Background: an optimization exercise with open tools, aiming at small area, a short achievable clock period and few clock cycles per item. Do not read the settings as production practice.
No run shown here included a check of the RTL's function; only the layout flow was run.
Power is estimated from default activity; no workload was simulated.

[design.v]
module sge_rs_encoder (
    input  wire       clk,
    input  wire       en,
    input  wire [7:0] fb,
    output wire [7:0] par_out
);
    wire m01 = fb[0];
    wire m02 = fb[1];
    wire m04 = fb[2];
    wire m08 = fb[3];
    wire m10 = fb[4];
    wire m20 = fb[5];
    wire m40 = fb[6];
    wire m80 = fb[7];
    wire m03 = m01 ^ m02;
    wire m05 = m01 ^ m04;
    wire m09 = m01 ^ m08;
    wire m0a = m02 ^ m08;
    wire m11 = m01 ^ m10;
    wire m14 = m04 ^ m10;
    wire m21 = m01 ^ m20;
    wire m28 = m08 ^ m20;
    wire m41 = m01 ^ m40;
    wire m60 = m20 ^ m40;
    wire m81 = m01 ^ m80;
    wire m88 = m08 ^ m80;
    wire m90 = m10 ^ m80;
    wire mc0 = m40 ^ m80;
    wire m07 = m02 ^ m05;
    wire m0b = m01 ^ m0a;
    wire m0e = m04 ^ m0a;
    wire m0f = m05 ^ m0a;
    wire m13 = m02 ^ m11;
    wire m15 = m01 ^ m14;
    wire m16 = m02 ^ m14;
    wire m17 = m03 ^ m14;
    wire m19 = m08 ^ m11;
    wire m1a = m10 ^ m0a;
    wire m1b = m0a ^ m11;
    wire m1d = m09 ^ m14;
    wire m1e = m0a ^ m14;
    wire m23 = m02 ^ m21;
    wire m29 = m01 ^ m28;
    wire m2a = m02 ^ m28;
    wire m2b = m03 ^ m28;
    wire m2c = m04 ^ m28;
    wire m2d = m05 ^ m28;
    wire m34 = m20 ^ m14;
    wire m35 = m14 ^ m21;
    wire m43 = m02 ^ m41;
    wire m49 = m08 ^ m41;
    wire m4a = m40 ^ m0a;
    wire m4b = m0a ^ m41;
    wire m51 = m10 ^ m41;
    wire m54 = m40 ^ m14;
    wire m55 = m14 ^ m41;
    wire m64 = m04 ^ m60;
    wire m65 = m05 ^ m60;
    wire m68 = m08 ^ m60;
    wire m69 = m09 ^ m60;
    wire m6a = m0a ^ m60;
    wire m85 = m04 ^ m81;
    wire m8c = m04 ^ m88;
    wire m8d = m05 ^ m88;
    wire m93 = m03 ^ m90;
    wire m95 = m05 ^ m90;
    wire m98 = m08 ^ m90;
    wire m9a = m0a ^ m90;
    wire m9c = m14 ^ m88;
    wire ma9 = m21 ^ m88;
    wire mb0 = m20 ^ m90;
    wire mb1 = m21 ^ m90;
    wire mb8 = m28 ^ m90;
    wire mc4 = m04 ^ mc0;
    wire mc9 = m09 ^ mc0;
    wire mca = m0a ^ mc0;
    wire md0 = m10 ^ mc0;
    wire md1 = m11 ^ mc0;
    wire md4 = m14 ^ mc0;
    wire me0 = m20 ^ mc0;
    wire me8 = m28 ^ mc0;
    wire mf0 = m90 ^ m60;
    wire m1f = m01 ^ m1e;
    wire m27 = m04 ^ m23;
    wire m2e = m02 ^ m2c;
    wire m33 = m10 ^ m23;
    wire m36 = m02 ^ m34;
    wire m37 = m02 ^ m35;
    wire m3a = m10 ^ m2a;
    wire m3b = m10 ^ m2b;
    wire m3d = m08 ^ m35;
    wire m3f = m0a ^ m35;
    wire m46 = m05 ^ m43;
    wire m47 = m04 ^ m43;
    wire m4d = m04 ^ m49;
    wire m4e = m04 ^ m4a;
    wire m4f = m04 ^ m4b;
    wire m56 = m02 ^ m54;
    wire m57 = m02 ^ m55;
    wire m58 = m09 ^ m51;
    wire m59 = m08 ^ m51;
    wire m5b = m10 ^ m4b;
    wire m5c = m08 ^ m54;
    wire m5f = m0a ^ m55;
    wire m62 = m21 ^ m43;
    wire m66 = m02 ^ m64;
    wire m67 = m02 ^ m65;
    wire m6b = m01 ^ m6a;
    wire m6d = m04 ^ m69;
    wire m6e = m04 ^ m6a;
    wire m6f = m05 ^ m6a;
    wire m73 = m13 ^ m60;
    wire m76 = m13 ^ m65;
    wire m77 = m13 ^ m64;
    wire m78 = m10 ^ m68;
    wire m7a = m10 ^ m6a;
    wire m7b = m11 ^ m6a;
    wire m7e = m14 ^ m6a;
    wire m7f = m15 ^ m6a;
    wire m87 = m02 ^ m85;
    wire m96 = m80 ^ m16;
    wire m97 = m02 ^ m95;
    wire m9b = m01 ^ m9a;
    wire m9d = m01 ^ m9c;
    wire m9e = m02 ^ m9c;
    wire m9f = m03 ^ m9c;
    wire ma3 = m80 ^ m23;
    wire ma4 = m21 ^ m85;
    wire ma5 = m20 ^ m85;
    wire ma6 = m16 ^ mb0;
    wire ma7 = m0e ^ ma9;
    wire mab = m02 ^ ma9;
    wire mac = m20 ^ m8c;
    wire mae = m07 ^ ma9;
    wire maf = m23 ^ m8c;
    wire mb3 = m02 ^ mb1;
    wire mb4 = m04 ^ mb0;
    wire mb5 = m04 ^ mb1;
    wire mb7 = m07 ^ mb0;
    wire mb9 = m01 ^ mb8;
    wire mbb = m03 ^ mb8;
    wire mbd = m05 ^ mb8;
    wire mbf = m07 ^ mb8;
    wire mc6 = m02 ^ mc4;
    wire mcb = m01 ^ mca;
    wire mcc = m08 ^ mc4;
    wire mcd = m04 ^ mc9;
    wire mce = m04 ^ mca;
    wire mcf = m05 ^ mca;
    wire md2 = m02 ^ md0;
    wire md3 = m02 ^ md1;
    wire md5 = m01 ^ md4;
    wire md7 = m03 ^ md4;
    wire md8 = m08 ^ md0;
    wire md9 = m08 ^ md1;
    wire mda = m10 ^ mca;
    wire mdb = m0a ^ md1;
    wire mdc = m08 ^ md4;
    wire mdd = m09 ^ md4;
    wire mde = m0a ^ md4;
    wire mdf = m0b ^ md4;
    wire me3 = m03 ^ me0;
    wire me4 = m04 ^ me0;
    wire me5 = m80 ^ m65;
    wire me6 = m0e ^ me8;
    wire me7 = m07 ^ me0;
    wire mea = m02 ^ me8;
    wire meb = m03 ^ me8;
    wire mec = m04 ^ me8;
    wire mee = m0e ^ me0;
    wire mef = m07 ^ me8;
    wire mf1 = m01 ^ mf0;
    wire mf4 = m04 ^ mf0;
    wire mf5 = m05 ^ mf0;
    wire mf6 = m16 ^ me0;
    wire mf7 = m07 ^ mf0;
    wire mf8 = m08 ^ mf0;
    wire mfb = m0b ^ mf0;
    wire mfc = m14 ^ me8;
    wire mfd = m15 ^ me8;
    wire mfe = m0e ^ mf0;
    wire mff = m0f ^ mf0;
    wire [255:0] prod;
    assign prod[7:0] = {mb4, mee, mf7, m7b, m3d, m1e, mbb, m69};
    assign prod[15:8] = {m1b, m16, m0b, m05, m02, m81, m5b, m36};
    assign prod[23:16] = {m9f, md0, me8, mf4, m7a, mbd, m41, m3f};
    assign prod[31:24] = {mda, mb7, m5b, m2d, m16, m0b, mdf, mb5};
    assign prod[39:32] = {md1, mb9, m5c, mae, md7, m6b, me4, ma3};
    assign prod[47:40] = {m09, m8d, mc6, me3, mf1, m78, m35, m13};
    assign prod[55:48] = {m7b, m46, m23, m11, m88, mc4, m19, mf7};
    assign prod[63:56] = {mf5, m0f, m87, m43, m21, m90, m3d, meb};
    assign prod[71:64] = {m21, mb1, m58, m2c, m96, mcb, mc4, m43};
    assign prod[79:72] = {md3, m3a, m9d, mce, me7, m73, mea, ma6};
    assign prod[87:80] = {m4d, m6b, m35, m1a, m8d, mc6, mae, m9a};
    assign prod[95:88] = {m6e, m59, mac, m56, m2b, m15, m64, mdc};
    assign prod[103:96] = {m85, m47, ma3, md1, m68, m34, m1f, m0a};
    assign prod[111:104] = {m66, m55, m2a, m95, mca, m65, m54, mcc};
    assign prod[119:112] = {m90, m58, m2c, m96, mcb, me5, m62, m21};
    assign prod[127:120] = {m5f, mf0, mf8, mfc, m7e, m3f, mc0, mbf};
    assign prod[135:128] = {mff, m80, mc0, me0, mf0, mf8, m03, mfe};
    assign prod[143:136] = {m90, m58, m2c, m96, mcb, me5, m62, m21};
    assign prod[151:144] = {m95, m5f, maf, m57, mab, md5, m7f, m2a};
    assign prod[159:152] = {mbb, m66, m33, m19, m8c, m46, m98, m77};
    assign prod[167:160] = {ma4, mf6, mfb, mfd, mfe, mff, mdb, m49};
    assign prod[175:168] = {m73, m4a, ma5, md2, m69, mb4, m29, me7};
    assign prod[183:176] = {m5b, m76, m3b, m1d, m0e, m07, md8, mb7};
    assign prod[191:184] = {mb7, mec, m76, m3b, m1d, m0e, mb0, m6f};
    assign prod[199:192] = {mdd, m33, m19, m8c, m46, m23, mcc, mbb};
    assign prod[207:200] = {m4b, m6e, m37, m9b, mcd, me6, mb8, m97};
    assign prod[215:208] = {m14, m9e, mcf, m67, mb3, md9, m78, m28};
    assign prod[223:216] = {m85, m47, ma3, md1, m68, m34, m1f, m0a};
    assign prod[231:224] = {m67, md4, m6a, mb5, mda, m6d, m51, mcf};
    assign prod[239:232] = {m17, m9c, m4e, m27, m93, mc9, m73, m2e};
    assign prod[247:240] = {m54, mfe, mff, m7f, mbf, m5f, mfb, ma9};
    assign prod[255:248] = {ma7, mf4, m7a, mbd, mde, mef, md0, m4f};
    reg [255:0] par;        
    assign par_out = par[255:248];
    always @(posedge clk) begin
        if (en)
            par <= {par[247:0], 8'h00} ^ prod;
    end
endmodule
module sge_escaper (
    input  wire       clk,
    input  wire       rst,
    input  wire       in_valid,
    output wire       in_ready,
    input  wire [7:0] in_data,
    input  wire       in_last,
    output reg        out_valid,
    input  wire       out_ready,
    output reg  [7:0] out_data,
    output reg        out_last
);
    localparam [7:0] ESC_BYTE  = 8'h54;
    localparam [7:0] SYNC_BYTE = 8'hAB;
    localparam [7:0] SYNC_SUB  = 8'h9F;
    reg pend;         
    reg pend_sync;    
    reg pend_last;
    wire out_fire = out_valid && out_ready;
    assign in_ready = !out_valid || (out_ready && !pend);
    wire in_fire  = in_valid && in_ready;
    wire reserved = (in_data == ESC_BYTE) || (in_data == SYNC_BYTE);
    always @(posedge clk) begin
        if (rst) begin
            out_valid <= 1'b0;
            pend      <= 1'b0;
        end else if (in_fire) begin
            out_valid <= 1'b1;
            pend      <= reserved;
            pend_sync <= in_data[7];      
            pend_last <= in_last;
            out_data  <= reserved ? ESC_BYTE : in_data;
            out_last  <= in_last && !reserved;
        end else if (out_fire) begin
            out_valid <= pend;
            pend      <= 1'b0;
            out_data  <= pend_sync ? SYNC_SUB : ESC_BYTE;
            out_last  <= pend_last;
        end
    end
endmodule
module sge_fec_esc (
    input  wire       clk,
    input  wire       rst,
    input  wire       in_valid,
    output wire       in_ready,
    input  wire [7:0] in_data,
    input  wire       in_last,
    output wire       out_valid,
    input  wire       out_ready,
    output wire [7:0] out_data,
    output wire       out_last
);
    reg       mv;              
    reg [7:0] md;
    reg       ml;
    reg       se;              
    reg [7:0] sd;
    reg       sl;
    assign in_ready = se;
    wire in_fire = in_valid && se;
    wire take;                 
    always @(posedge clk) begin
        if (rst) begin
            mv <= 1'b0;
            se <= 1'b1;
        end else if (!mv || take) begin
            mv <= !se || in_fire;
            se <= 1'b1;
            if (!se) begin
                md <= sd; ml <= sl;
            end else if (in_fire) begin
                md <= in_data; ml <= in_last;
            end
        end else if (in_fire) begin
            se <= 1'b0;
            sd <= in_data; sl <= in_last;
        end
    end
    reg  [7:0] pos;
    reg        par_ph;      
    reg        pad;         
    reg        fin;         
    reg        flush;       
    wire cod_ready;
    wire src_ok   = par_ph || pad || mv;
    wire cod_push = !flush && src_ok;
    wire step     = flush || (cod_ready && src_ok);
    assign take   = step && !par_ph && !pad;
    wire [7:0] par31;
    wire [7:0] sym = pad ? 8'h00 : md;
    wire [7:0] fb  = par_ph ? 8'h00 : (sym ^ par31);
    wire [7:0] cod_data = par_ph ? par31 : sym;
    wire       cod_last = par_ph && fin && (pos == 8'd254);
    always @(posedge clk) begin
        if (rst) begin
            pos    <= 8'd223;
            par_ph <= 1'b1;
            flush  <= 1'b1;
            pad    <= 1'b0;
        end else if (step) begin
            if (pos == 8'd254) begin
                pos    <= 8'd0;
                par_ph <= 1'b0;
                flush  <= 1'b0;
                pad    <= 1'b0;
            end else begin
                pos <= pos + 8'd1;
                if (pos == 8'd222)
                    par_ph <= 1'b1;
            end
            if (take) begin
                fin <= ml;
                if (ml && pos != 8'd222)
                    pad <= 1'b1;
            end
        end
    end
    sge_rs_encoder u_rs (
        .clk     (clk),
        .en      (step),
        .fb      (fb),
        .par_out (par31)
    );
    sge_escaper u_esc (
        .clk       (clk),
        .rst       (rst),
        .in_valid  (cod_push),
        .in_ready  (cod_ready),
        .in_data   (cod_data),
        .in_last   (cod_last),
        .out_valid (out_valid),
        .out_ready (out_ready),
        .out_data  (out_data),
        .out_last  (out_last)
    );
endmodule
[run.sh]
#!/bin/bash
# synth_recipe.tcl (not shown) runs the flow's synth.tcl, then flattens the netlist and writes it again
# the make line also repeats each setting of config.mk as NAME=value (left out here)
make -C /OpenROAD-flow-scripts/flow DESIGN_CONFIG=/design/flow/config.mk WORK_HOME=/design/flow/orfs CLKGATE_MAP_FILE= SYNTH_SCRIPT=/design/flow/synth_recipe.tcl finish
[config.mk]
export PLATFORM = sky130hd
export DESIGN_NAME = sge_fec_esc
export DESIGN_NICKNAME = sge_fec_esc
export VERILOG_FILES = /design/flow/design.v
export SDC_FILE = /design/flow/constraint.sdc
export NUM_CORES = 4
export LEC_CHECK = 0
export CAP_MARGIN = 20
export CORE_MARGIN = 2
export CORE_UTILIZATION = 60
export SETUP_SLACK_MARGIN = 1.5
export SLEW_MARGIN = 20
[constraint.sdc]
create_clock -name core_clock -period 4.0 [get_ports {clk}]
set_input_delay 0.8000 -clock core_clock [delete_from_list [all_inputs] [get_ports {clk}]]
set_output_delay 0.8000 -clock core_clock [all_outputs]
set_load 0.01 [all_outputs]
==> flow_summary_export.csv, run 1 <==
group,metric,value,unit
critical_path,crit_family,"XOR/XNOR gates",
floorplanning,die-area,26360,um2
yosys,yosys_warnings,3,
clock_tree,clkTransAtPathRegs,0.06,ns
power_and_ir_drop,power.share.sequential,52.2,%
global_route,grt_pass1_wl,51.56,mm
place,place_hpwl,22.39,mm
routing,wl_per_cell,24.73,um
critical_path,crit_type,"register to register",
routing,drc_errors,0,
yosys,synth-edff-count,286,
yosys,ys_seq_elements,301,
job,drv_cap,0,
power_and_ir_drop,internal_power,0.007708,W
floorplanning,core-area,24460,um2
yosys,synth.distinct_cells,58,
sta,timing.final.crit_period,2.471,ns
critical_path,path_max_fanout,4,
yosys,netlist.area_leader.share,57.08,%
critical_path,critical_path_required,4.31,ns
critical_path,crit_path_top_delay_cell,"xnor2_2",
sta,tightest_slew,0.7615,ns
power_and_ir_drop,powerDensity,583.3,nW/um2
layout,drive_above_1_share,21.64,%
sta,layout_worst_path_cycle_share,61.78,%
floorplanning,initial_core_util,61.51,%
layout,final_nets,1089,
critical_path,path_cells,"buf_6, xnor2_2, o211a_1, or2_1, xnor2_2, xor3_1",
floorplanning,rows,57,
critical_path,start_kind,"register",
yosys,seq_area_frac_synth,59.07,%
power_and_ir_drop,power.leakage,7.743,nW
sta,hold_violations,0,
clock_tree,cts_tree,"built",
place,placed_cells,1286,
routing,dr.pass1.iters,5,
yosys,synthArstFlopShare,0,%
clock_tree,cts_buffers,31,
yosys,synthCells,949,
power_and_ir_drop,p_sw_share,26.07,%
floorplanning,die_h,162.4,um
routing,vias,8077,
clock_tree,htree_levels,1,
routing,drt_wl_total,35.11,mm
power_and_ir_drop,max-vdd-ir-drop,396.5,uV
min_path,worstHoldPathType,"register to register",
global_route,antenna_found_initial,1,
layout,area_delta_synth_final,18.81,%
clock_tree,cts.sinks,301,
sta,rsz0062_at_grt,"yes",
critical_path,cp-end-kind,"register",
clock_tree,cts-root-buf,"clkbuf_16",
routing,drt_iter0_markers,926,
routing,ant_nets,0,
global_route,grt_max_degree,60,
run_status,status,"finished clean",
sta,finalMaxSlewViolations,0,
yosys,synth_top_area_cell,"edfxtp_1",
layout,final_core_util,73.08,%
sta,relSlewSlack,48.84,%
critical_path,cp.arrival,2.78,ns
place,place.gp.congestion,0.8720,
power_and_ir_drop,switchingPower,0.002719,W
clock_tree,cts_buffer_depth,3,
critical_path,slowest_delay,0.53,ns
sta,setup_viol,0,
yosys,syn_area_per_cell,15.86,um2
global_route,grt_pass1_vias,8049,
sta,skew,0.01371,ns
yosys,syn_area,15050,um2
place,numPortBuffers,23,
yosys,ys_top_cells_by_count,"edfxtp_1 (286), xnor2_1 (220), xor2_1 (118)",
power_and_ir_drop,power.share.combinational,21.8,%
routing,vias_per_cell,5.688,
critical_path,path_common_cell,"xnor2_2",
yosys,synth_most_common_cell,"edfxtp_1",
global_route,grt-ovfl-total,0,
critical_path,path_buf_inv,1,
power_and_ir_drop,clkPwrFrac,26.0,%
yosys,synth_area_leaders,"edfxtp_1 (57%), xnor2_1 (13%), xor2_1 (6.9%)",
global_route,track_usage,27.25,%
clock_tree,cts_hold_buf,0,
layout,final_cells,1420,
clock_tree,clk_latency,0.57,ns
floorplanning,die_w,162.4,um
yosys,synth_flop_cell,"edfxtp_1",
floorplanning,pin_count,24,
sta,fmax,404.7,MHz
yosys,syn_nets,964,
-- final timing paths --
path	cells past startpoint	slack, ns	from	end
setup reg to reg	6	1.53	md[0]	u_rs.par[182]
hold reg to reg	0	0.46	ml	fin
hold / removal	0	0.46	ml	fin
setup / recovery	6	1.53	md[0]	u_rs.par[182]
-- sequential cells by signal, summed over array words and instances (netlist names) --
register	cells
mv	1
fin	1
u_esc.pend	1
se	1
pos	8
u_esc.out_data	8
sd	8
par_ph	1
u_esc.pend_sync	1
u_rs.par	256
u_esc.out_last	1
flush	1
u_esc.out_valid	1
ml	1
sl	1
pad	1
u_esc.pend_last	1
md	8
-- layout by cell type, fill, tap and decap left out, types with 11 or more instances in the layout --
| cell | n |
|---|---|
| xnor2_1 | 201 |
| xnor3_1 | 37 |
| xnor2_2 | 16 |
| xor2_1 | 118 |
| dfxtp_1 | 13 |
| xor3_1 | 24 |
| clkdlybuf4s50_1 | 23 |
| o21ai_0 | 17 |
| clkbuf_16 | 31 |
| buf_4 | 92 |
| edfxtp_1 | 286 |
| buf_12 | 18 |
| xnor2_4 | 11 |
| nand2_1 | 16 |
| nor2_1 | 19 |
-- routing by layer --
layer | global-route usage, % | wire length (um) | up-vias
met5 | 0 | 0 | -
met4 | 8.568 | 947 | 0
met3 | 4.482 | 2455 | 59
met2 | 43.83 | 17020 | 299
met1 | 38.68 | 14690 | 4116
li1 | - | - | 3603
-- cell families (layout without fill, tap and decap cells) --
| group | Yosys count | count (layout) | synth area share, % |
|---|---|---|---|
| xor gates and xnor gates | 416 | 416 | 31.36 |
| DFF | 301 | 301 | 59.07 |
| and+or+nand+nor | 103 | 103 | 3.667 |
| AOI/OAI and AO/OA | 61 | 61 | 2.886 |
| buffers and inverters | 54 | 200 | 1.979 |
| muxes | 12 | 12 | 0.8731 |
| adders and majority gates | 2 | 2 | 0.1663 |
| other | 0 | 1 | 0 |
-- repair_timing --
| item | in CTS | in global routing |
|---|---|---|
| gates resized for setup | 42 | 26 |
| pin swaps | 15 | 10 |
| cloned | 0 | 0 |
| buffers inserted | 51 | 28 |
| setup endpoints to repair | 464 | 101 |
-- through the flow --
stage               setup TNS (ns)  total power, W  cell area (um2)  setup slack (ns)  hold slack, ns
finish                           0         0.01043            17880             1.529          0.4560
CTS                              0         0.01039            17500             1.447          0.4609
detailed placement               0        0.007555            15820            0.8195          0.4469
floorplan                  -366.09        0.006977            15090            -1.405          0.4260
global route                     0         0.01083            17870             1.486          0.4771
global placement                 0        0.007492            15810            0.8893          0.4386
-- worst reg2reg max path, cell delays in order, from the launching register on --
cell and delay, ns:
edfxtp_1 0.43, buf_6 0.16, xnor2_2 0.14, o211a_1 0.23, or2_1 0.29, xnor2_2 0.53, xor3_1 0.44
-- power groups by stage --
stage | registers, W | clock network [W] | logic [W]
finish | 0.00545 | 0.00271 | 0.00227
global route | 0.00553 | 0.00285 | 0.00245
CTS | 0.00546 | 0.00274 | 0.00218
detailed placement | 0.00552 | 0 | 0.00204
global placement | 0.00549 | 0 | 0.00200
floorplan | 0.00521 | 0 | 0.00176
-- layout make-up --
type                            instances  area [um2]
Clock inverter                         17       131.4
Inverter                                7       30.03
Sequential cell                       301        8894
Tap cell                              324       405.4
Antenna cell                            1       2.502
Timing Repair Buffer                  139        1353
Clock buffer                           37       798.3
Fill cell                            1548        6585
Multi-Input combinational cell        594        6264
==> run 2: changes to the inputs <==
--- a/config.mk
+++ b/config.mk
@@ -8,5 +8,5 @@
 export CAP_MARGIN = 20
 export CORE_MARGIN = 2
 export CORE_UTILIZATION = 60
-export SETUP_SLACK_MARGIN = 1.5
+export SETUP_SLACK_MARGIN = 0
 export SLEW_MARGIN = 20
==> run 2 against run 1 <==
  * First-iteration DRC count fell by 9.3%
  * Register-to-register slack got worse by 0.75 ns
  * Hold slack got worse by 0.0034 ns
  * Synthesized cell count did not move
  * Via count fell by 5.2%
  * Critical path depth did not move
  * Critical endpoint is now u_rs.par[48]
==> flow_summary_export.csv, run 2 <==
group,metric,value,unit
layout,final_nets,1010,
floorplanning,die_w,162.4,um
sta,tightest_slew,1.054,ns
place,place.gp.congestion,0.8720,
yosys,yosys_warnings,3,
sta,fmax,310.3,MHz
clock_tree,htree_levels,1,
floorplanning,core-area,24460,um2
yosys,synthSimpleGateAreaFrac,3.667,%
layout,area_delta_synth_final,11.34,%
run_status,status,"finished clean",
yosys,synthArstFlopShare,0,%
critical_path,cp-end-kind,"register",
global_route,grt_pass1_vias,7724,
yosys,synth_area_leaders,"edfxtp_1 (57%), xnor2_1 (13%), xor2_1 (6.9%)",
routing,dr.pass1.iters,7,
power_and_ir_drop,power.share.combinational,20.0,%
min_path,min_from,"ml",
yosys,synthMuxAreaShare,0.8731,%
critical_path,regToRegSetupSlack,0.78,ns
clock_tree,cts_tree,"built",
routing,vias,7653,
min_path,holdPathStages,0,
sta,relSlewSlack,29.40,%
global_route,grt_pass1_wl,49.79,mm
global_route,antenna_found_initial,1,
critical_path,path_max_fanout,21,
critical_path,crit_family,"flip-flops",
yosys,ys_seq_elements,301,
yosys,synth.distinct_cells,58,
critical_path,critical_path_required,4.30,ns
power_and_ir_drop,power.leakage,7.177,nW
clock_tree,cts.repair.resized,0,
routing,drt_iter0_markers,840,
min_path,worstHoldPathType,"register to register",
floorplanning,pin_count,24,
place,place_hpwl,22.39,mm
sta,setup_viol,0,
critical_path,rr_startpoint,"pad",
clock_tree,post_cts_buffers,0,
power_and_ir_drop,switchingPower,0.002641,W
yosys,netlist.area_leader.share,57.08,%
yosys,syn_area_per_cell,15.86,um2
clock_tree,clk_latency,0.57,ns
critical_path,rr_endpoint,"u_rs.par[48]",
clock_tree,clkTransAtPathRegs,0.06,ns
yosys,synthCells,949,
power_and_ir_drop,internal_power,0.007604,W
critical_path,start_kind,"register",
yosys,synth_compound_gate_area_share,2.885,%
sta,hold_violations,0,
layout,final_cell_mix,"edfxtp_1 (286), xnor2_1 (218), xor2_1 (118), xnor3_1 (44), buf_4 (32)",
floorplanning,rows,57,
yosys,synth_top_area_cell,"edfxtp_1",
place,placed_area,15820,um2
layout,drive_above_1_share,11.81,%
critical_path,path_buf_inv,2,
yosys,synth_most_common_cell,"edfxtp_1",
critical_path,crit_type,"register to register",
layout,top_register,"u_rs.par",
yosys,syn_nets,964,
critical_path,path_common_cell,"buf_4",
critical_path,cp.arrival,3.52,ns
critical_path,r2r_cells,6,
layout,final_core_util,68.49,%
yosys,synth_flop_cell,"edfxtp_1",
floorplanning,die_h,162.4,um
clock_tree,cts_hold_buf,0,
floorplanning,die-area,26360,um2
power_and_ir_drop,max-vdd-ir-drop,396.9,uV
min_path,holdPathEnd,"fin",
critical_path,crit_path_top_delay_cell,"dfxtp_1",
place,numPortBuffers,23,
clock_tree,cts_buffers,31,
routing,vias_per_cell,5.707,
global_route,grt_max_degree,60,
power_and_ir_drop,powerDensity,611.5,nW/um2
sta,rsz0062_at_grt,"no",
power_and_ir_drop,power.share.sequential,53.4,%
routing,drt_wl_total,33.47,mm
yosys,seq_area_frac_synth,59.07,%
sta,skew,0.009794,ns
global_route,track_usage,26.21,%
global_route,grt-ovfl-total,0,
yosys,synth_top_family_by_area,"XOR/XNOR gates",
yosys,synth-edff-count,286,
sta,timing.final.crit_period,3.223,ns
layout,final_common_cell,"edfxtp_1",
clock_tree,cts.sinks,301,
clock_tree,cts-root-buf,"clkbuf_16",
yosys,synth_xor_area_share,31.36,%
power_and_ir_drop,power,0.01024,W
layout,fin_area,16750,um2
yosys,syn_area,15050,um2
power_and_ir_drop,p_sw_share,25.78,%
routing,ant_nets,0,
sta,finalMaxSlewViolations,0,
routing,drc_errors,0,
sta,layout_worst_path_cycle_share,80.56,%
yosys,synth_fa_ha_area_share,0.1663,%
critical_path,path_cells,"buf_4, nor3_1, o21ai_2, buf_4, xnor2_2, xor3_1",
routing,wl_per_cell,24.96,um
critical_path,slowest_delay,0.81,ns
power_and_ir_drop,clkPwrFrac,26.5,%
job,drv_cap,0,
layout,largest_reg_flops,256,
floorplanning,initial_core_util,61.51,%
yosys,ys_top_cells_by_count,"edfxtp_1 (286), xnor2_1 (220), xor2_1 (118)",
clock_tree,cts_buffer_depth,3,
[run 2: cell types whose count changed in the layout (fill, tap and decap cells not counted), moves of 5 or more]
cell     previous run  this run
or2_4               5         0
xnor3_1            37        44
or2_2               0         5
xnor3_2             7         0
buf_12             18         5
xnor2_4            11         3
xnor2_1           201       218
xnor2_2            16         7
buf_4              92        32
buf_6               5         0
[run 2: through the flow]
stage / hold WS, ns / instances / setup TNS [ns] / setup slack (ns)
after floorplan: 0.4260 / 949 / -366.09 / -1.405
after global placement: 0.4386 / 1286 / 0 / 0.8893
after detailed placement: 0.4469 / 1286 / 0 / 0.8195
after CTS: 0.4610 / 1340 / 0 / 0.8156
after global routing: 0.4771 / 1340 / 0 / 0.6496
final: 0.4526 / 1341 / 0 / 0.7775
[run 2: worst max path at each step]
stage | from | end | depth (start not counted)
floorplan | out_ready | u_rs.par[0] | 4
global placement | out_ready | u_rs.par[218] | 6
detailed placement | out_ready | u_rs.par[210] | 6
CTS | pad | u_rs.par[149] | 6
global route | pad | u_rs.par[162] | 5
finish | pad | u_rs.par[48] | 6
[run 2: cell type report]
type	instances	area, um2
sequential	301	8889
fill	1688	7709
multi-input combinational	594	5927
clock buffer	37	798.3
timing repair buffer	60	570.5
tap	324	405.4
clock inverter	17	131.4
inverter	7	30.03
antenna	1	2.502
[run 2: per-layer routing]
metal | vias up | share of wire (%) | global-route usage [%]
met5 | - | 0 | 0
met4 | 0 | 2.4 | 7.080
met3 | 48 | 6.4 | 4.736
met2 | 247 | 49 | 42.98
met1 | 3914 | 43 | 36.67
li1 | 3444 | - | -
[run 2: power by group through the flow]
stage	sequential (W)	combinational, W	clock (W)
floorplan	0.00521	0.00176	0
global placement	0.00549	0.00200	0
detailed placement	0.00552	0.00204	0
CTS	0.00547	0.00207	0.00274
global route	0.00556	0.00223	0.00286
finish	0.00547	0.00205	0.00272
[run 2: cell families after synthesis]
group / count (synthesis)
XOR/XNOR: 416
buffers and inverters: 54
multiplexers: 12
AND/OR/NAND/NOR: 103
adder cells (fa/ha/maj): 2
flip-flops: 301
AO/OA/AOI/OAI: 61
==> run 3: changes to the inputs <==
--- a/design.v
+++ b/design.v
@@ -2,7 +2,8 @@
     input  wire       clk,
     input  wire       en,
     input  wire [7:0] fb,
-    output wire [7:0] par_out
+    output wire [7:0] par_out,
+    output wire [7:0] par31_d
 );
     wire m01 = fb[0];
     wire m02 = fb[1];
@@ -215,6 +216,7 @@
     assign prod[255:248] = {ma7, mf4, m7a, mbd, mde, mef, md0, m4f};
     reg [255:0] par;        
     assign par_out = par[255:248];
+    assign par31_d = par[247:240] ^ prod[255:248];
     always @(posedge clk) begin
         if (en)
             par <= {par[247:0], 8'h00} ^ prod;
@@ -279,70 +281,69 @@
     reg       se;              
     reg [7:0] sd;
     reg       sl;
+    reg [7:0] pos;
+    reg       par_ph;          
+    reg       pad;             
+    reg       fin;             
+    reg       flush;           
+    reg [7:0] symz;            
+    reg [7:0] p31z;            
     assign in_ready = se;
     wire in_fire = in_valid && se;
-    wire take;                 
-    always @(posedge clk) begin
-        if (rst) begin
-            mv <= 1'b0;
-            se <= 1'b1;
-        end else if (!mv || take) begin
-            mv <= !se || in_fire;
-            se <= 1'b1;
-            if (!se) begin
-                md <= sd; ml <= sl;
-            end else if (in_fire) begin
-                md <= in_data; ml <= in_last;
-            end
-        end else if (in_fire) begin
-            se <= 1'b0;
-            sd <= in_data; sl <= in_last;
-        end
-    end
-    reg  [7:0] pos;
-    reg        par_ph;      
-    reg        pad;         
-    reg        fin;         
-    reg        flush;       
     wire cod_ready;
     wire src_ok   = par_ph || pad || mv;
     wire cod_push = !flush && src_ok;
     wire step     = flush || (cod_ready && src_ok);
-    assign take   = step && !par_ph && !pad;
-    wire [7:0] par31;
-    wire [7:0] sym = pad ? 8'h00 : md;
-    wire [7:0] fb  = par_ph ? 8'h00 : (sym ^ par31);
-    wire [7:0] cod_data = par_ph ? par31 : sym;
+    wire take     = step && !par_ph && !pad;
+    wire [7:0] par31, par31_d;
+    wire [7:0] fb = symz ^ p31z;
+    wire [7:0] cod_data = par_ph ? par31 : symz;
     wire       cod_last = par_ph && fin && (pos == 8'd254);
+    wire       wrap     = (pos == 8'd254);
+    wire       to_par   = (pos == 8'd222);
+    wire [7:0] pos_n    = !step ? pos    : wrap ? 8'd0 : pos + 8'd1;
+    wire       par_ph_n = !step ? par_ph : wrap ? 1'b0 : (par_ph || to_par);
+    wire       pad_n    = !step ? pad    : wrap ? 1'b0 : (pad || (take && ml && !to_par));
+    wire       m_free = !mv || take;
+    wire       mv_n   = m_free ? (!se || in_fire) : 1'b1;
+    wire [7:0] md_n   = !m_free ? md : !se ? sd : in_data;
+    wire       ml_n   = !m_free ? ml : !se ? sl : in_last;
     always @(posedge clk) begin
         if (rst) begin
+            mv     <= 1'b0;
+            se     <= 1'b1;
             pos    <= 8'd223;
             par_ph <= 1'b1;
             flush  <= 1'b1;
             pad    <= 1'b0;
-        end else if (step) begin
-            if (pos == 8'd254) begin
-                pos    <= 8'd0;
-                par_ph <= 1'b0;
-                flush  <= 1'b0;
-                pad    <= 1'b0;
-            end else begin
-                pos <= pos + 8'd1;
-                if (pos == 8'd222)
-                    par_ph <= 1'b1;
+            symz   <= 8'h00;
+            p31z   <= 8'h00;
+        end else begin
+            mv   <= mv_n;
+            md   <= md_n;
+            ml   <= ml_n;
+            se   <= m_free || (se && !in_fire);
+            if (!m_free && in_fire) begin
+                sd <= in_data; sl <= in_last;
             end
-            if (take) begin
+            pos    <= pos_n;
+            par_ph <= par_ph_n;
+            pad    <= pad_n;
+            if (step && wrap)
+                flush <= 1'b0;
+            if (take)
                 fin <= ml;
-                if (ml && pos != 8'd222)
-                    pad <= 1'b1;
-            end
+            symz <= (par_ph_n || pad_n) ? 8'h00 : md_n;
+            if (step)
+                p31z <= par_ph_n ? 8'h00 : par31_d;
         end
     end
     sge_rs_encoder u_rs (
         .clk     (clk),
         .en      (step),
         .fb      (fb),
-        .par_out (par31)
+        .par_out (par31),
+        .par31_d (par31_d)
     );
     sge_escaper u_esc (
         .clk       (clk),
--- a/config.mk
+++ b/config.mk
@@ -8,5 +8,5 @@
 export CAP_MARGIN = 20
 export CORE_MARGIN = 2
 export CORE_UTILIZATION = 60
-export SETUP_SLACK_MARGIN = 0
+export SETUP_SLACK_MARGIN = 2.0
 export SLEW_MARGIN = 20
==> run 3 against run 2 <==
  * Sequential power grew about 20%
  * Critical path depth grew 3
  * Combinational power grew to 2.8 times the previous value
  * Sequential share of layout area shrank 9.2 points
  * Clock power grew 14%
  * Clock skew grew 0.010 ns
  * Hold slack gained 0.071 ns
  * Routed wire length grew 38%
==> flow_summary_export.csv, run 3 <==
group,metric,value,unit
yosys,syn_area_per_cell,15.48,um2
floorplanning,die-area,25850,um2
clock_tree,clk_latency,0.52,ns
clock_tree,cts-root-buf,"clkbuf_16",
yosys,yosys_warnings,3,
min_path,min_from,"pos[0]",
yosys,synth_fa_ha_area_share,0.1697,%
routing,drt_iter0_markers,1248,
job,drv_cap,0,
routing,wl_per_cell,29.21,um
global_route,antenna_found_initial,1,
clock_tree,clkTransAtPathRegs,0.06,ns
layout,multi_input_area,7259,um2
sta,finalMaxSlewViolations,0,
yosys,ys_top_cells_by_count,"xnor2_1 (357), edfxtp_1 (286), xor2_1 (34)",
yosys,synth_top_area_cell,"edfxtp_1",
layout,final_nets,1245,
min_path,holdPathStages,1,
layout,drive_above_1_share,39.38,%
power_and_ir_drop,power,0.01536,W
yosys,synth_area_leaders,"edfxtp_1 (58%), xnor2_1 (21%), dfxtp_1 (4.2%)",
yosys,synth_compound_gate_area_share,2.893,%
sta,skew,0.02021,ns
layout,final_cell_mix,"edfxtp_1 (286), xnor2_1 (270), buf_4 (128), xnor2_4 (66), xnor2_2 (51)",
yosys,synthSimpleGateAreaFrac,2.749,%
power_and_ir_drop,p_sw_share,31.77,%
min_path,worstHoldPathType,"register to register",
yosys,synth_flop_cell,"edfxtp_1",
floorplanning,pin_count,24,
sta,tightest_slew,0.8513,ns
place,numPortBuffers,23,
place,place_hpwl,21.96,mm
sta,timing.final.crit_period,2.244,ns
layout,largest_reg_flops,256,
layout,final_core_util,87.20,%
floorplanning,initial_core_util,60.83,%
yosys,syn_area,14750,um2
yosys,netlist.area_leader.share,58.23,%
critical_path,r2r_cells,9,
layout,top_register,"u_rs.par",
clock_tree,htree_levels,2,
global_route,grt-ovfl-total,0,
yosys,synth_xor_area_share,29.68,%
global_route,grt_pass1_vias,8769,
min_path,holdPathEnd,"pos[0]",
yosys,seq_area_frac_synth,62.44,%
clock_tree,cts_buffer_depth,3,
global_route,track_usage,30.46,%
yosys,syn_nets,968,
critical_path,start_kind,"register",
global_route,grt_max_degree,51,
layout,final_common_cell,"edfxtp_1",
critical_path,crit_type,"register to register",
sta,fmax,445.7,MHz
place,place.gp.congestion,0.8352,
yosys,synth-edff-count,286,
layout,fillers,938,
yosys,synthMuxAreaShare,0.9756,%
yosys,synthArstFlopShare,0,%
global_route,grt_pass1_wl,56.95,mm
routing,drc_errors,0,
floorplanning,die_w,160.8,um
power_and_ir_drop,power.leakage,8.249,nW
sta,fin_tns_setup,0,ns
power_and_ir_drop,max-vdd-ir-drop,481.5,uV
critical_path,rr_startpoint,"p31z[1]",
yosys,synth_most_common_cell,"xnor2_1",
clock_tree,cts_buffers,35,
layout,final_cells,1576,
yosys,synth_top_family_by_area,"XOR/XNOR gates",
clock_tree,cts_tree,"built",
routing,drt_wl_total,46.04,mm
place,placed_cells,1300,
sta,layout_worst_path_cycle_share,56.09,%
layout,seqCellArea,9274,um2
power_and_ir_drop,powerDensity,726.5,nW/um2
critical_path,cp-end-kind,"register",
critical_path,cp.arrival,2.49,ns
clock_tree,cts.sinks,317,
power_and_ir_drop,power.share.combinational,37.3,%
sta,hold_violations,0,
critical_path,critical_path_required,4.25,ns
floorplanning,core-area,24250,um2
power_and_ir_drop,power.share.sequential,42.5,%
routing,dr.pass1.iters,6,
floorplanning,die_h,160.8,um
power_and_ir_drop,internal_power,0.01048,W
clock_tree,cts_hold_buf,0,
power_and_ir_drop,clkPwrFrac,20.2,%
yosys,ys_seq_elements,317,
layout,area_delta_synth_final,43.37,%
sta,setup_viol,0,
critical_path,regToRegSetupSlack,1.76,ns
routing,ant_nets,0,
routing,vias_per_cell,5.962,
layout,n_antenna_cell,0,
critical_path,rr_endpoint,"u_rs.par[54]",
critical_path,path_max_fanout,4,
yosys,synthCells,953,
floorplanning,rows,57,
sta,rsz0062_at_grt,"yes",
power_and_ir_drop,switchingPower,0.004881,W
run_status,status,"finished clean",
yosys,synth.distinct_cells,50,
sta,relSlewSlack,43.25,%
routing,vias,9396,
-- run 3: cell types whose count changed after synthesis, sizes merged, moves of 16 or more --
cell | previous run | this run
xnor2 | 228 | 387
xor2 | 120 | 39
xnor3 | 44 | 11
buf | 42 | 17
xor3 | 24 | 1
dfxtp | 15 | 31
-- run 3: power groups by stage --
| stage | Combinational, W | Clock, W | Sequential [W] |
|---|---|---|---|
| after CTS | 0.00470 | 0.00306 | 0.00637 |
| after global placement | 0.00372 | 0 | 0.00639 |
| after floorplan | 0.00297 | 0 | 0.00612 |
| after global routing | 0.00597 | 0.00324 | 0.00661 |
| final | 0.00573 | 0.00310 | 0.00654 |
| after detailed placement | 0.00380 | 0 | 0.00640 |
-- run 3: layer usage --
layer | up-vias | wire length [um] | track usage (%)
met5 | - | 0 | 0
met4 | 0 | 2530 | 10.31
met3 | 181 | 3681 | 5.320
met2 | 593 | 23270 | 50.49
met1 | 4709 | 16550 | 41.37
li1 | 3913 | - | -
-- run 3: logic make-up after synthesis --
logic type                 count (synthesis)
and+or+nand+nor                           82
DFF                                      317
AOI/OAI and AO/OA                         64
buffers and inverters                     36
xor gates and xnor gates                 438
muxes                                     14
adders and majority gates                  2
-- run 3: worst max-delay path, stage by stage (launching register included) --
cell     delay, ns
dfxtp_4       0.39
xnor2_4       0.32
buf_4         0.19
buf_6         0.09
buf_6         0.10
buf_12        0.10
buf_4         0.13
xnor2_1       0.12
xnor2_2       0.42
xnor2_1       0.12
-- run 3: worst max path at each step --
stage          startpoint       endpoint  slack [ns]
2_1_floorplan   out_ready        symz[1]       -2.10
3_3_place_gp      symz[1]   u_rs.par[81]        0.65
5_1_grt           symz[1]  u_rs.par[188]        1.72
6_report          p31z[1]   u_rs.par[54]        1.76
3_5_place_dp    out_ready        symz[1]        0.71
4_1_cts           p31z[3]   u_rs.par[29]        1.80
-- run 3: what timing repair did --
item                                    in CTS  in global routing
gates cloned                                 5                  4
buffers inserted                           132                 76
endpoints found under the setup margin     566                388
resized for setup                          209                152
pin swaps                                   64                 75
-- run 3: per-stage QoR --
stage	setup WS [ns]	hold slack, ns	area, um2
floorplan	-2.103	0.4276	15180
global placement	0.6537	0.4594	15870
detailed placement	0.7085	0.4760	15890
CTS	1.803	0.4980	19450
global route	1.723	0.5603	21150
finish	1.756	0.5231	21150
-- run 3: layout make-up --
cell class	count	share of cell area, %
well taps	324	1.917
flip-flops and latches	317	43.86
clock inverters	17	0.6450
multi-input cells	602	34.33
inverters	8	0.1775
clock buffers	42	4.361
repair buffers	266	14.71
==> run 4: changes to the inputs <==
--- a/config.mk
+++ b/config.mk
@@ -8,5 +8,5 @@
 export CAP_MARGIN = 20
 export CORE_MARGIN = 2
 export CORE_UTILIZATION = 60
-export SETUP_SLACK_MARGIN = 2.0
+export SETUP_SLACK_MARGIN = 2.4
 export SLEW_MARGIN = 20
==> run 4 against run 3 <==
  * The flow now stops in clock tree synthesis (4_1_cts)
  * Synthesized cell count stayed put
  * Area after synthesis stayed put
==> flow_summary_export.csv, run 4 <==
group,metric,value,unit
clock_tree,post_cts_buffers,254,
clock_tree,htree_levels,2,
floorplanning,rows,57,
yosys,synth_most_common_cell,"xnor2_1",
floorplanning,die_w,160.8,um
yosys,yosys_warnings,3,
clock_tree,cts_buffer_depth,3,
yosys,syn_nets,968,
yosys,netlist.area_leader.share,58.23,%
yosys,synth.distinct_cells,50,
yosys,synth_area_leaders,"edfxtp_1 (58%), xnor2_1 (21%), dfxtp_1 (4.2%)",
clock_tree,cts.sinks,317,
clock_tree,cts_buffers,35,
run_status,error,"[ERROR DPL-0033] detailed placement checks failed during check placement.",
yosys,seq_area_frac_synth,62.44,%
place,numPortBuffers,23,
yosys,ys_seq_elements,317,
place,place_hpwl,21.79,mm
floorplanning,initial_core_util,60.83,%
yosys,synthArstFlopShare,0,%
yosys,synth-edff-count,286,
yosys,ys_top_cells_by_count,"xnor2_1 (357), edfxtp_1 (286), xor2_1 (34)",
yosys,synth_flop_cell,"edfxtp_1",
yosys,synthCells,953,
run_status,status,"stopped before the end",
floorplanning,die_h,160.8,um
run_status,haltStage,"clock tree synthesis (4_1_cts)",
clock_tree,cts.repair.resized,586,
floorplanning,pin_count,24,
yosys,synth_top_area_cell,"edfxtp_1",
clock_tree,cts-root-buf,"clkbuf_16",
yosys,syn_area,14750,um2
place,place.gp.congestion,0.8203,
yosys,syn_area_per_cell,15.48,um2
clock_tree,cts_hold_buf,0,
run 4: cell counts after synthesis:
Identical to the previous run, type by type.
run 4: power groups by stage:
stage / clock network, W / logic [W] / registers, W
detailed placement: 0 / 0.00382 / 0.00640
global placement: 0 / 0.00375 / 0.00637
floorplan: 0 / 0.00302 / 0.00612
run 4: cell families after synthesis:
family                     share of synthesized area [%]
AOI/OAI and AO/OA                                  2.893
xor gates and xnor gates                           29.68
buffers and inverters                              1.094
and+or+nand+nor                                    2.749
adders and majority gates                         0.1696
muxes                                             0.9756
DFF                                                62.44
run 4: worst max path at each step:
stage,from,slack (ns),end
3_3_place_gp,out_ready,0.69,symz[3]
3_5_place_dp,out_ready,0.41,symz[2]
2_1_floorplan,out_ready,-2.10,symz[1]
run 4: through the flow:
stage                     TNS (ns)  setup WS (ns)  hold slack [ns]  instance area [um2]  instances
after floorplan            -380.68         -2.103           0.4276                15390        953
after global placement           0         0.6873           0.4831                15990       1296
after detailed placement         0         0.4106           0.4801                15990       1296
==> run 5: changes to the inputs <==
--- a/config.mk
+++ b/config.mk
@@ -7,6 +7,6 @@
 export LEC_CHECK = 0
 export CAP_MARGIN = 20
 export CORE_MARGIN = 2
-export CORE_UTILIZATION = 60
-export SETUP_SLACK_MARGIN = 2.4
+export CORE_UTILIZATION = 70
+export SETUP_SLACK_MARGIN = 1.8
 export SLEW_MARGIN = 20
==> run 5 against run 4 <==
  * The run now finishes clean
  * Area after synthesis unchanged
  * Synthesized cell count unchanged
==> flow_summary_export.csv, run 5 <==
group,metric,value,unit
clock_tree,htree_levels,2,
floorplanning,die_h,149.2,um
yosys,syn_nets,968,
yosys,synth_area_leaders,"edfxtp_1 (58%), xnor2_1 (21%), dfxtp_1 (4.2%)",
place,place.gp.congestion,0.8425,
floorplanning,initial_core_util,70.83,%
global_route,antenna_found_initial,1,
yosys,yosys_warnings,3,
layout,final_core_util,88.88,%
sta,finalMaxSlewViolations,0,
sta,relSlewSlack,41.23,%
global_route,grt_pass1_vias,8875,
clock_tree,cts-root-buf,"clkbuf_16",
routing,drt_wl_total,43.82,mm
global_route,grt_max_degree,175,
sta,layout_worst_path_cycle_share,60.07,%
yosys,ys_seq_elements,317,
routing,vias_per_cell,6.564,
sta,tightest_slew,0.8772,ns
job,drv_cap,0,
layout,final_nets,1130,
floorplanning,pin_count,24,
yosys,synth.distinct_cells,50,
yosys,synth-edff-count,286,
layout,drive_above_1_share,25.75,%
critical_path,cp.arrival,2.71,ns
yosys,syn_area,14750,um2
routing,drt_iter0_markers,1294,
yosys,synthCells,953,
clock_tree,cts.sinks,317,
routing,ant_nets,0,
clock_tree,clk_latency,0.54,ns
routing,wl_met2,20.75,mm
critical_path,slowest_delay,0.39,ns
yosys,synth_most_common_cell,"xnor2_1",
power_and_ir_drop,powerDensity,772.3,nW/um2
min_path,worstHoldPathType,"register to register",
layout,top_register,"u_rs.par",
floorplanning,core-area,20820,um2
critical_path,path_cells,"xnor2_4, buf_12, xnor2_4, buf_12, buf_12, xnor2_4, xnor2_1, xnor2_1",
sta,setup_viol,0,
floorplanning,die-area,22250,um2
clock_tree,clkTransAtPathRegs,0.07,ns
critical_path,critical_path_required,4.31,ns
global_route,grt_pass1_wl,55.96,mm
critical_path,path_max_fanout,16,
yosys,ys_top_cells_by_count,"xnor2_1 (357), edfxtp_1 (286), xor2_1 (34)",
critical_path,crit_path_top_delay_cell,"dfxtp_2",
routing,dr.pass1.iters,7,
routing,wl_per_cell,30.99,um
yosys,syn_area_per_cell,15.48,um2
yosys,seq_area_frac_synth,62.44,%
place,place_hpwl,20.92,mm
place,numPortBuffers,23,
yosys,synth_top_area_cell,"edfxtp_1",
sta,rsz0062_at_grt,"yes",
critical_path,crit_type,"register to register",
clock_tree,cts_tree,"built",
sta,fmax,416.2,MHz
routing,m1WireLength,14.82,mm
run_status,status,"finished clean",
floorplanning,rows,53,
power_and_ir_drop,power.leakage,7.007,nW
global_route,track_usage,35.25,%
layout,final_common_cell,"xnor2_1",
critical_path,start_kind,"register",
global_route,grt-ovfl-total,0,
routing,wl_met3,5.196,mm
sta,skew,0.02990,ns
floorplanning,die_w,149.2,um
clock_tree,cts_buffers,35,
layout,area_delta_synth_final,25.48,%
yosys,synth_flop_cell,"edfxtp_1",
clock_tree,cts_hold_buf,0,
routing,top_layer,"met4",
layout,final_cells,1414,
power_and_ir_drop,max-vdd-ir-drop,573.1,uV
routing,vias,9281,
layout,fillers,736,
sta,hold_violations,0,
layout,final_cell_mix,"xnor2_1 (326), edfxtp_1 (286), buf_4 (100), clkbuf_16 (38), xnor2_4 (36)",
yosys,netlist.area_leader.share,58.23,%
critical_path,cp-end-kind,"register",
sta,timing.final.crit_period,2.403,ns
clock_tree,cts_buffer_depth,3,
yosys,synthArstFlopShare,0,%
place,placed_cells,1247,
routing,drc_errors,0,
layout,largest_reg_flops,256,
-- run 5: cell counts after synthesis --
Identical to the previous run, type by type.
-- run 5: metal layers --
layer,GRT usage [%],vias to the layer above
li1,-,3675
met3,6.850,238
met4,16.14,0
met1,47.26,4545
met2,56.66,823
met5,0,-
-- run 5: what timing repair did --
item,4_1_cts,5_1_grt
endpoints found under the setup margin,534,398
buffers inserted,81,21
resized for setup,114,49
gates cloned,3,1
pin swaps,26,19
-- run 5: logic make-up after synthesis --
| group | after synthesis | share of synthesized area [%] |
|---|---|---|
| buffers and inverters | 36 | 1.094 |
| XOR/XNOR | 438 | 29.68 |
| adder cells (fa/ha/maj) | 2 | 0.1696 |
| flip-flops | 317 | 62.44 |
| AO/OA/AOI/OAI | 64 | 2.893 |
| AND/OR/NAND/NOR | 82 | 2.749 |
| multiplexers | 14 | 0.9756 |
-- run 5: report_power, final --
group | switching (W) | total (W) | internal [W]
combinational | 0.00236 | 0.00470 | 0.00234
clock | 0.00133 | 0.00307 | 0.00175
sequential | 0.000916 | 0.00653 | 0.00561
total | 0.00460 | 0.0143 | 0.00970
-- run 5: cell type report --
type,instances,area (um2),share of cell area (%)
Antenna cell,1,2.502,0.01352
Clock buffer,46,959.7,5.185
Clock inverter,14,85.08,0.4597
Inverter,8,33.78,0.1825
Multi-Input combinational cell,603,6335,34.23
Sequential cell,317,9244,49.95
Tap cell,275,344.1,1.859
Timing Repair Buffer,150,1504,8.126
-- run 5: path summary, 6_finish.rpt --
kind | startpoint | to | slack, ns | cells past startpoint
setup / recovery | symz[3] | u_rs.par[164] | 1.60 | 8
hold reg to reg | u_rs.par[54] | u_rs.par[62] | 0.54 | 1
setup reg to reg | symz[3] | u_rs.par[164] | 1.60 | 8
hold / removal | u_rs.par[54] | u_rs.par[62] | 0.54 | 1
-- run 5: through the flow --
stage	hold WS [ns]	setup slack [ns]	setup TNS, ns	power [W]	cell area, um2
floorplan	0.4276	-2.103	-380.70	0.008958	14830
global placement	0.4783	0.7151	0	0.009921	15480
detailed placement	0.4767	0.5305	0	0.01005	15480
CTS	0.4891	1.673	0	0.01354	18010
global route	0.5614	1.613	0	0.01466	18510
finish	0.5447	1.597	0	0.01429	18510
-- run 5: critical path: cells and delay by family, from the launching register on --
family	cells	cell delay (ns)
xor gates and xnor gates	5	1.16
buffers and inverters	3	0.54
DFF	1	0.39
==> run 6: changes to the inputs <==
--- a/config.mk
+++ b/config.mk
@@ -5,6 +5,7 @@
 export SDC_FILE = /design/flow/constraint.sdc
 export NUM_CORES = 4
 export LEC_CHECK = 0
+export ABC_CLOCK_PERIOD_IN_PS = 1800
 export CAP_MARGIN = 20
 export CORE_MARGIN = 2
 export CORE_UTILIZATION = 70
==> run 6 against run 5 <==
  * Still clean
  * Largest cell class unchanged
  * Sequential share of layout area stayed put
  * Sequential power about the same
  * Area after synthesis unchanged
  * Routed wire length is the same
  * Setup slack stayed put
  * Highest routed layer unchanged
  * Sequential cell count is the same
  * Critical path depth unchanged
  * Power stayed put
  * Critical path type unchanged
  * Core utilization did not move
==> flow_summary_export.csv, run 6 <==
group,metric,value,unit
routing,ant_nets,0,
min_path,holdPathStages,1,
critical_path,critical_path_required,4.31,ns
layout,multi_input_area,6335,um2
run_status,status,"finished clean",
min_path,holdPathEnd,"u_rs.par[62]",
power_and_ir_drop,power.share.sequential,45.7,%
critical_path,cp.arrival,2.71,ns
floorplanning,pin_count,24,
yosys,synth_flop_cell,"edfxtp_1",
yosys,synth-edff-count,286,
routing,vias_per_cell,6.564,
sta,relSlewSlack,41.23,%
critical_path,regToRegSetupSlack,1.60,ns
sta,setup_viol,0,
layout,fin_area,18510,um2
layout,final_cells,1414,
floorplanning,rows,53,
global_route,track_usage,35.25,%
clock_tree,cts.sinks,317,
global_route,grt-ovfl-total,0,
power_and_ir_drop,powerDensity,772.3,nW/um2
layout,final_core_util,88.88,%
power_and_ir_drop,clkPwrFrac,21.5,%
place,placed_area,15480,um2
critical_path,path_max_fanout,16,
layout,fillers,736,
power_and_ir_drop,power,0.01429,W
critical_path,cp-end-kind,"register",
yosys,synthCells,953,
yosys,syn_nets,968,
clock_tree,cts_buffer_depth,3,
routing,wl_per_cell,30.99,um
place,place_hpwl,20.92,mm
sta,skew,0.02990,ns
yosys,synth.distinct_cells,50,
yosys,seq_area_frac_synth,62.44,%
yosys,synth_top_area_cell,"edfxtp_1",
floorplanning,die_w,149.2,um
sta,fmax,416.2,MHz
clock_tree,clkTransAtPathRegs,0.07,ns
routing,drt_iter0_markers,1294,
yosys,ys_top_cells_by_count,"xnor2_1 (357), edfxtp_1 (286), xor2_1 (34)",
yosys,netlist.area_leader.share,58.23,%
layout,final_cell_mix,"xnor2_1 (326), edfxtp_1 (286), buf_4 (100), clkbuf_16 (38), xnor2_4 (36)",
sta,finalMaxSlewViolations,0,
yosys,synthArstFlopShare,0,%
floorplanning,core-area,20820,um2
clock_tree,clk_latency,0.54,ns
min_path,min_from,"u_rs.par[54]",
yosys,synth_area_leaders,"edfxtp_1 (58%), xnor2_1 (21%), dfxtp_1 (4.2%)",
critical_path,rr_endpoint,"u_rs.par[164]",
routing,drc_errors,0,
routing,dr.pass1.iters,7,
floorplanning,die-area,22250,um2
power_and_ir_drop,p_sw_share,32.17,%
critical_path,path_buf_inv,3,
place,numPortBuffers,23,
clock_tree,cts_hold_buf,0,
place,place.gp.congestion,0.8425,
layout,largest_reg_flops,256,
critical_path,path_cells,"xnor2_4, buf_12, xnor2_4, buf_12, buf_12, xnor2_4, xnor2_1, xnor2_1",
floorplanning,die_h,149.2,um
place,placed_cells,1247,
global_route,grt_max_degree,175,
critical_path,start_kind,"register",
min_path,worstHoldPathType,"register to register",
layout,area_delta_synth_final,25.48,%
critical_path,r2r_cells,8,
clock_tree,cts_tree,"built",
floorplanning,initial_core_util,70.83,%
clock_tree,htree_levels,2,
yosys,syn_area_per_cell,15.48,um2
yosys,syn_area,14750,um2
routing,vias,9281,
layout,seqCellArea,9244,um2
clock_tree,cts_buffers,35,
global_route,antenna_found_initial,1,
global_route,grt_use_met3,6.850,%
critical_path,crit_family,"XOR/XNOR gates",
layout,final_common_cell,"xnor2_1",
global_route,grt_busiest_layer,"met2",
layout,final_nets,1130,
global_route,grt_pass1_vias,8875,
power_and_ir_drop,power.share.combinational,32.9,%
power_and_ir_drop,power.leakage,7.007,nW
sta,timing.final.crit_period,2.403,ns
sta,rsz0062_at_grt,"yes",
critical_path,crit_path_top_delay_cell,"dfxtp_2",
power_and_ir_drop,switchingPower,0.004598,W
layout,top_register,"u_rs.par",
sta,tightest_slew,0.8772,ns
place,pre_cts_ws,0.5305,ns
critical_path,rr_startpoint,"symz[3]",
layout,drive_above_1_share,25.75,%
power_and_ir_drop,internal_power,0.009695,W
yosys,synth_most_common_cell,"xnor2_1",
power_and_ir_drop,max-vdd-ir-drop,573.1,uV
global_route,grt_util_met2,56.66,%
global_route,grt_pass1_wl,55.96,mm
global_route,use_met1,47.26,%
routing,drt_wl_total,43.82,mm
yosys,yosys_warnings,3,
job,drv_cap,0,
critical_path,crit_type,"register to register",
sta,fin_ws,1.597,ns
yosys,ys_seq_elements,317,
critical_path,slowest_delay,0.39,ns
sta,hold_violations,0,
clock_tree,cts-root-buf,"clkbuf_16",
sta,layout_worst_path_cycle_share,60.07,%
[run 6: cell counts after synthesis]
No cell type changed its count.
[run 6: worst max-delay path by stage]
stage / from / endpoint / cells past startpoint
after global placement: out_ready / symz[1] / 7
after detailed placement: out_ready / symz[4] / 7
after global routing: symz[0] / u_rs.par[183] / 5
final: symz[3] / u_rs.par[164] / 8
after CTS: out_ready / u_rs.par[141] / 5
after floorplan: out_ready / symz[1] / 6
[run 6: metal layers]
metal	wire [um]	part of all wire (%)
met1	14820	34
met2	20750	47
met3	5196	12
met4	3057	7.0
met5	0	0
[run 6: cell type report]
cell class	instances	area share, %
Clock buffer	46	5.185
Timing Repair Buffer	150	8.126
Tap cell	275	1.859
Clock inverter	14	0.4597
Multi-Input combinational cell	603	34.23
Inverter	8	0.1825
Antenna cell	1	0.01352
Sequential cell	317	49.95
[run 6: power groups by stage]
stage / sequential (W) / combinational (W) / clock [W]
6_report: 0.00653 / 0.00470 / 0.00307
5_1_grt: 0.00658 / 0.00489 / 0.00319
4_1_cts: 0.00637 / 0.00418 / 0.00300
3_5_place_dp: 0.00639 / 0.00366 / 0
3_3_place_gp: 0.00636 / 0.00356 / 0
2_1_floorplan: 0.00611 / 0.00284 / 0
[run 6: kinds of logic (layout without fill, tap and decap cells)]
family	count (synthesis)	count (layout)	share of synthesized area [%]
xor+xnor	438	439	29.68
flops	317	317	62.44
simple gates	82	82	2.749
compound gates	64	66	2.893
buf+inv	36	218	1.094
mux	14	14	0.9756
fa+ha+maj	2	2	0.1696
other cells	0	1	0
[run 6: timing repair]
action                                  in CTS  in global routing
resized for setup                          114                 49
endpoints found under the setup margin     534                398
cloned                                       3                  1
pin swaps                                   26                 19
setup buffers                               81                 21
[run 6: per-stage QoR]
stage          setup TNS, ns  hold slack (ns)
6_report                   0           0.5447
3_3_place_gp               0           0.4783
5_1_grt                    0           0.5614
2_1_floorplan        -380.70           0.4276
4_1_cts                    0           0.4891
3_5_place_dp               0           0.4767

[static timing again, ports no longer ideal]
The results above use ideal ports. As a check the final layouts listed here were re-extracted and re-timed, cells and wires unchanged.
Step 1 (the two cells are an assumption about what drives the block):
set clk [get_ports {clk}]
set_driving_cell -lib_cell sky130_fd_sc_hd__clkbuf_16 $clk
set_driving_cell -lib_cell sky130_fd_sc_hd__buf_2 [delete_from_list [all_inputs] $clk]
Step 2 also shifts input and output timing later by t, the mid clock arrival at the registers, as if the neighbouring blocks saw the same clock.
Slacks: no drivers / after step 1 / after step 2; pairs: no drivers / after step 1.
| run | t (ns) | setup WS [ns] | hold WS [ns] | worst register clock-pin slew, ns | worst data-port slew with drivers (ns) |
|---|---|---|---|---|---|
| run 1 | 0.609 | 1.529 / 1.529 / 1.104 | 0.456 / 0.456 / 0.456 | 0.06 / 0.06 | 0.03 |
| run 2 | 0.609 | 0.777 / 0.777 / 0.777 | 0.453 / 0.453 / 0.453 | 0.07 / 0.07 | 0.03 |
| run 3 | 0.561 | 1.756 / 1.756 / 1.431 | 0.523 / 0.523 / 0.523 | 0.07 / 0.07 | 0.03 |
| run 5 | 0.575 | 1.597 / 1.597 / 1.352 | 0.545 / 0.545 / 0.545 | 0.07 / 0.07 | 0.07 |
| run 6 | 0.575 | 1.597 / 1.597 / 1.352 | 0.545 / 0.545 / 0.545 | 0.07 / 0.07 | 0.07 |
After both steps setup and hold are still met in every run listed. For run 1, which loses most, drivers alone change the setup slack by 0.000 ns; drivers and shift together by -0.425 ns.
